Background: an optimization exercise with open tools, aiming at small area, a short achievable clock period and few clock cycles per item. Do not read the settings as production practice. In this exercise RTL edits were held to simulation tests only and were not proved equivalent to the original.

--- flow/config.mk ---
export PLATFORM = sky130hd
export DESIGN_NAME = blackcat_ts
export DESIGN_NICKNAME = blackcat_ts
export VERILOG_FILES = /design/flow/design.v
export SDC_FILE = /design/flow/constraint.sdc
export NUM_CORES = 4
export LEC_CHECK = 0
export CAP_MARGIN = 20
export CORE_MARGIN = 2
export CORE_UTILIZATION = 40
export SLEW_MARGIN = 20
--- flow/constraint.sdc ---
create_clock -name core_clock -period 12.0 [get_ports {clk}]
set_input_delay 2.4000 -clock core_clock [delete_from_list [all_inputs] [get_ports {clk}]]
set_output_delay 2.4000 -clock core_clock [all_outputs]
set_load 0.01 [all_outputs]
--- flow/design.v ---
module blackcat_ts (
    input  wire        clk,
    input  wire        rst,             
    input  wire        mode_capture,    
    input  wire        coarse_only_en,  
    input  wire        session_start,   
    input  wire        hist_clear,      
    input  wire        cal_build,       
    input  wire        cal_wr,          
    input  wire [3:0]  cal_ch,
    input  wire        cal_set,         
    input  wire [8:0]  cal_lo,
    input  wire [8:0]  cal_hi,
    input  wire        in_valid,
    input  wire [31:0] in_word,
    output wire        in_ready,
    output wire        busy,
    output reg         ts_valid,
    output reg  [3:0]  ts_ch,
    output reg  [27:0] ts_epoch,
    output reg  [11:0] ts_coarse,
    output reg         ts_fine_valid,
    output reg  [11:0] ts_fine,
    output reg         ts_edge,
    output reg         diag_valid,
    output reg  [1:0]  diag_kind,
    output reg  [27:0] diag_info0,
    output reg  [31:0] diag_info1
);
    localparam [1:0] DIAG_HIT_BEFORE_EPOCH = 2'd0,
                     DIAG_EPOCH_DECREASE   = 2'd1,
                     DIAG_MISSING_CAL      = 2'd2,
                     DIAG_DEGENERATE_CAL   = 2'd3;
    localparam [11:0] FINE_MAX = 12'd2940;
    localparam S_IDLE = 1'b0,
               S_DIV  = 1'b1;
    reg        state;
    reg        have_epoch;    
    reg [27:0] epoch;
    reg        cal_valid [0:15];
    reg [8:0]  cal_low   [0:15];
    reg [8:0]  cal_high  [0:15];
    reg        cap_valid [0:15];
    reg [8:0]  cap_low   [0:15];
    reg [8:0]  cap_high  [0:15];
    reg [21:0] div_num;
    reg [9:0]  div_den;
    reg [21:0] div_quo;
    reg [10:0] div_rem;
    reg [4:0]  div_cnt;
    wire        accept    = in_valid && in_ready;
    wire        is_hit    = in_word[31];
    wire [27:0] w_epoch   = in_word[27:0];
    wire [3:0]  w_ch      = in_word[25:22];
    wire [11:0] w_coarse  = {in_word[10:0], in_word[21]};
    wire [8:0]  w_fine    = in_word[20:12];
    wire        w_edge    = in_word[11];
    wire        c_valid   = cal_valid[w_ch];
    wire [8:0]  c_low     = cal_low[w_ch];
    wire [8:0]  c_high    = cal_high[w_ch];
    wire [9:0]  c_span    = {1'b0, c_high} - {1'b0, c_low};
    wire [9:0]  c_off     = {1'b0, w_fine} - {1'b0, c_low};
    wire [21:0] c_num     = (c_off * 22'd5882) + {12'd0, c_span};
    wire [9:0]  c_den     = {c_span[8:0], 1'b0};
    wire [10:0] rem_sh    = {div_rem[9:0], div_num[21]};
    wire        rem_ge    = rem_sh >= {1'b0, div_den};
    wire [10:0] rem_nx    = rem_ge ? (rem_sh - {1'b0, div_den}) : rem_sh;
    assign in_ready = (state == S_IDLE);
    assign busy     = (state != S_IDLE);
    integer i;
    always @(posedge clk) begin
        if (rst) begin
            state      <= S_IDLE;
            have_epoch <= 1'b0;
            ts_valid   <= 1'b0;
            diag_valid <= 1'b0;
            for (i = 0; i < 16; i = i + 1) begin
                cal_valid[i] <= 1'b0;
                cap_valid[i] <= 1'b0;
            end
        end else begin
            ts_valid   <= 1'b0;
            diag_valid <= 1'b0;
            if (session_start)
                have_epoch <= 1'b0;
            if (hist_clear)
                for (i = 0; i < 16; i = i + 1)
                    cap_valid[i] <= 1'b0;
            if (cal_build)
                for (i = 0; i < 16; i = i + 1) begin
                    cal_valid[i] <= cap_valid[i];
                    cal_low[i]   <= cap_low[i];
                    cal_high[i]  <= cap_high[i];
                end
            if (cal_wr) begin
                cal_valid[cal_ch] <= cal_set;
                cal_low[cal_ch]   <= cal_lo;
                cal_high[cal_ch]  <= cal_hi;
            end
            case (state)
            S_IDLE: begin
                if (accept) begin
                    if (mode_capture) begin
                        if (is_hit) begin
                            cap_valid[w_ch] <= 1'b1;
                            if (!cap_valid[w_ch] || w_fine < cap_low[w_ch])
                                cap_low[w_ch] <= w_fine;
                            if (!cap_valid[w_ch] || w_fine > cap_high[w_ch])
                                cap_high[w_ch] <= w_fine;
                        end
                    end else if (!is_hit) begin
                        if (have_epoch && w_epoch < epoch) begin
                            diag_valid <= 1'b1;
                            diag_kind  <= DIAG_EPOCH_DECREASE;
                            diag_info0 <= epoch;
                            diag_info1 <= {4'd0, w_epoch};
                        end
                        have_epoch <= 1'b1;
                        epoch      <= w_epoch;
                    end else begin
                        ts_ch     <= w_ch;
                        ts_epoch  <= epoch;
                        ts_coarse <= w_coarse;
                        ts_edge   <= w_edge;
                        if (!have_epoch) begin
                            diag_valid <= 1'b1;
                            diag_kind  <= DIAG_HIT_BEFORE_EPOCH;
                            diag_info0 <= {24'd0, w_ch};
                            diag_info1 <= in_word;
                        end else if (!c_valid || c_low == c_high) begin
                            diag_valid <= 1'b1;
                            diag_kind  <= c_valid ? DIAG_DEGENERATE_CAL : DIAG_MISSING_CAL;
                            diag_info0 <= {24'd0, w_ch};
                            diag_info1 <= in_word;
                            if (coarse_only_en) begin
                                ts_valid      <= 1'b1;
                                ts_fine_valid <= 1'b0;
                                ts_fine       <= 12'd0;
                            end
                        end else if (w_fine <= c_low) begin
                            ts_valid      <= 1'b1;
                            ts_fine_valid <= 1'b1;
                            ts_fine       <= 12'd0;
                        end else if (w_fine >= c_high) begin
                            ts_valid      <= 1'b1;
                            ts_fine_valid <= 1'b1;
                            ts_fine       <= FINE_MAX;
                        end else begin
                            div_num <= c_num;
                            div_den <= c_den;
                            div_quo <= 22'd0;
                            div_rem <= 11'd0;
                            div_cnt <= 5'd21;
                            state   <= S_DIV;
                        end
                    end
                end
            end
            S_DIV: begin
                div_rem <= rem_nx;
                div_num <= {div_num[20:0], 1'b0};
                div_quo <= {div_quo[20:0], rem_ge};
                if (div_cnt == 5'd0) begin
                    ts_valid      <= 1'b1;
                    ts_fine_valid <= 1'b1;
                    ts_fine       <= {div_quo[10:0], rem_ge};  
                    state         <= S_IDLE;
                end else begin
                    div_cnt <= div_cnt - 5'd1;
                end
            end
            endcase
        end
    end
endmodule
--- flow/run.sh ---
#!/bin/bash
# synth_recipe.tcl (not shown) runs the flow's synth.tcl, then flattens the netlist and writes it again
# the make line also repeats each setting of config.mk as NAME=value (left out here)
make -C /OpenROAD-flow-scripts/flow DESIGN_CONFIG=/design/flow/config.mk WORK_HOME=/design/flow/orfs CLKGATE_MAP_FILE= SYNTH_SCRIPT=/design/flow/synth_recipe.tcl finish
==> notes.md <==
The number of nets in the synthesized netlist is 2,742. The detail-routed net length per standard cell is approximately 27 µm. Headroom to the max-slew limit came out at a little over a quarter. STA classifies the critical path endpoint as a flop. The peak per-stage delay on the critical path came out at 620 ps.

The number of global-route vias before repair came out at between 20,000 and 25,000. The class of the most critical hold timing path is flop to flop. The synthesized area per cell is 15.98 µm².

The count of final hold-check violations is 0. The most used flip-flop cell after synthesis is sky130_fd_sc_hd__edfxtp_1. The number of inserted diodes is 0. The pre-antenna-repair detailed-routing pass consisted of 7 iterations. The buffers inserted during post-CTS setup optimization is 0. The placement row count came out at between 100 and 150. The via total after detailed routing is 22,954. The worst setup path is launched from a primary input. The share of cells above drive strength 1 came out at a little over a quarter. The buffer and inverter count on the worst path came out at 4. The number of port buffers is around 190. The number of pins with negative max-slew slack in the final report was 0. The post-layout net count came out at 2,975. The post-detailed-route count of antenna-violating nets came out at 0. The share of the yosys chip area belonging to registers is slightly above 60%. The combined area of all synthesized cells came out at roughly 40,000 µm². After clock tree synthesis, the clock-pin slew on the worst setup and hold paths is approximately 50 ps. The number of antenna violations at the first check in global routing came out at 5. The clock latency on the worst-skew pair is approximately 650 ps. In the routed design, unresolved DRC markers number 0. In the synthesized netlist the async set-or-reset flop fraction comes to 0%. The die width is between 300 and 400 µm. Synthesis instantiated 66 different standard cells from the library. The area fraction of the dominant cell type after synthesis is about 60%. In this run the deepest clock path goes through 3 buffers. Setup violations remaining at the end of the flow were counted as 0. Global routing used a little over a fifth of the available tracks. The peak fanout along the critical path is 53. The total routed wirelength is 108,600 µm. The vertical die dimension came out at between 300 and 400 µm. The number of sinks on the clock net is 817. Setup repair after global routing left no endpoint under its margin. The kind of cell with the highest combined delay on the critical path is adder cells. The synthesized design spends more area on one cell type than any other, namely sky130_fd_sc_hd__edfxtp_1. In this run the standard cell core region covers 98,280 µm². The synthesized instance count is 2,480.

The most common cell in the synthesized netlist is sky130_fd_sc_hd__edfxtp_1. Relative to the synthesized area, the layout overhead comes to 16.13%. The part of the cycle the worst path needs came out at between 80% and 90%. The summed negative setup slack over all endpoints came out at 0 ps.

The yosys synthesis warning count is 1. The smallest setup slack after layout came out at around 1600 ps. At the worst endpoint, the required time is approximately 12,000 ps. The maximum achievable frequency came out at 95.75 MHz.

The global-route congestion overflow total is 0. The most frequent cell on the critical path is sky130_fd_sc_hd__fa_1. The global-route wire length before repair came out at between 150,000 and 200,000 µm. The setup skew after layout came out at around 28 ps. Cells fill ~47% of the core in the end. The post-cts repair resize count came out at 0. The number of synthesized flops with an enable pin came out at between 700 and 800.

The final weighted congestion in routability-driven placement came out at slightly below 0.9. The flow ran to the end and the layout has no timing, DRC or antenna violations. The number of buffers created by CTS is 86. At the placement stage, the worst setup path has a slack of 965.6 ps. By area the synthesized netlist is led by sky130_fd_sc_hd__edfxtp_1 60%, sky130_fd_sc_hd__mux4_2 11%, sky130_fd_sc_hd__mux2_2 8.2%. Once the floorplan was initialized, standard cells occupied just over 40% of the core. The quantity of hold-fixing buffers added after cts came out at 0.

Counting flops and latches in the post-synthesis netlist gives between 800 and 900. The buffer cell driving the clock tree root is sky130_fd_sc_hd__clkbuf_16. Dividing the detail-routed via count by the number of cells gives 5.638. In this run the register-to-register setup slack is 3510 ps. The placed wire-length estimate came out at 74,600 µm.

On the critical path, the stage with the largest delay is an instance of sky130_fd_sc_hd__fa_1. The worst setup path category is primary input to flop. The initial DRC count is ~2,400. The number of H-tree levels is 3. The pin count of the biggest net entering global routing is 74. The number of max-cap violations is 0. After layout, the minimum clock period comes to between 10,000 and 15,000 ps. For the pin with the worst max-slew slack, the measured transition is about 1100 ps. The area of the die is between 100,000 and 150,000 µm². The number of placed I/O pins came out at 188.

The signal arrival time at the worst endpoint is 10,820 ps. TritonCTS built the clock tree. The commonest cells after synthesis are 797 x sky130_fd_sc_hd__edfxtp_1, 290 x sky130_fd_sc_hd__mux2_2, 189 x sky130_fd_sc_hd__mux4_2.
cells by family (layout without fill, tap and decap cells):
| family | Yosys count | in the layout | synth area share, % |
|---|---|---|---|
| buf+inv | 297 | 601 | 2.921 |
| fa+ha+maj | 198 | 198 | 7.105 |
| flops | 817 | 817 | 61.42 |
| compound gates | 206 | 206 | 3.275 |
| simple gates | 427 | 427 | 4.996 |
| mux | 486 | 486 | 19.20 |
| xor+xnor | 49 | 49 | 1.083 |
worst reg2reg max path: cells and delay by family (launching register included):
family / cells / cell delay [ps]
adders and majority gates: 7 / 3220
AOI/OAI and AO/OA: 9 / 1890
and+or+nand+nor: 6 / 1420
muxes: 2 / 960
DFF: 1 / 410
buffers and inverters: 3 / 320
per-layer routing:
layer / global-route usage, % / wire length (µm) / vias up
met5: 0 / 27 / -
met1: 29.26 / 46620 / 11964
li1: - / - / 9986
met4: 6.424 / 2727 / 4
met2: 35.51 / 52480 / 844
met3: 3.135 / 6733 / 156
final timing paths:
kind,start,to,depth (start not counted)
worst max-delay path,in_word[22],div_num[20]$_DFFE_PP_,28
worst max register to register,cal_low[7][1]$_DFFE_PP_,div_num[20]$_DFFE_PP_,27
worst min register to register,epoch[2]$_DFFE_PP_,ts_epoch[2]$_DFFE_PP_,0
worst min-delay path,epoch[2]$_DFFE_PP_,ts_epoch[2]$_DFFE_PP_,0
cell type report:
cell class	count	area, µm²
timing repair buffer	264	2404
multi-input combinational	1366	14250
tap	1287	1610
fill	8406	52270
inverter	178	668.1
clock inverter	50	425.4
clock buffer	109	2321
sequential	817	24330
sequential cells by signal (all words and copies together), names as in the netlist, 2 cells and up:
register / cells
ts_fine: 12
ts_ch: 4
div_quo: 11
cap_high: 144
diag_kind: 2
diag_info1: 32
cal_low: 144
epoch: 28
div_num: 22
diag_info0: 28
ts_coarse: 12
div_cnt: 5
cap_valid: 16
ts_epoch: 28
div_rem: 10
cap_low: 144
cal_valid: 16
cal_high: 144
div_den: 9
cells in the final DEF (no fill, tap or decap), drive strengths merged, types with 5 or more instances in the layout:
cell           count
dfxtp             20
and3               5
a2111oi            6
nand3             19
o21a               5
o21ai             74
xnor2             32
nor3              18
a21boi             6
a31oi              5
fa                45
clkbuf           109
nor3b              5
clkinv            37
and2              13
nand2b            26
a21oi             46
a211oi             5
buf               90
ha               153
o31ai              8
nor2b             25
nor2             106
inv              182
nand4             17
mux2i              6
a21o              20
nand2            172
bufinv             6
edfxtp           797
nand3b             5
or3                5
mux4             190
xor2              17
mux2             290
o21bai             7
clkdlybuf4s50    174
per-stage QoR:
step / std cells / instance area (µm²) / hold slack (ps)
final: 4071 / 46010 / 445.2
after detailed placement: 3910 / 43240 / 433.0
after global placement: 3907 / 43200 / 432.5
after CTS: 4069 / 45990 / 445.5
after global routing: 4071 / 46010 / 453.9
after floorplan: 2480 / 39620 / 426.4
Testbench counts, summed over its fixed seeds: cycles 387,088, items 24,000.

-- static timing again, ports no longer ideal --
No port has a modelled driver above. Below, the same layout with a new extraction and two added sets of constraints. Step 1: set_driving_cell puts a clkbuf_16 on clk and a buf_2 on each other input, an assumption about the parent block. Step 2 adds t to the input delays and takes it off the output delays; t is the mean of the earliest and latest rising clock arrival at the registers after step 1. Input paths then give back, and output paths get back, about the clock's delay inside the block. Three values: no drivers, after step 1, after step 2; two values: the first two.
t, ns: 0.701
slack for setup (ns): 1.556 / 1.567 / 0.866
hold WS [ns]: 0.445 / 0.445 / 0.445
slew at the worst register clock pin (ns): 0.07 / 0.07
After both steps this run still meets setup and hold. For this run, drivers alone change the setup slack by +0.011 ns; drivers and shift together by -0.690 ns.
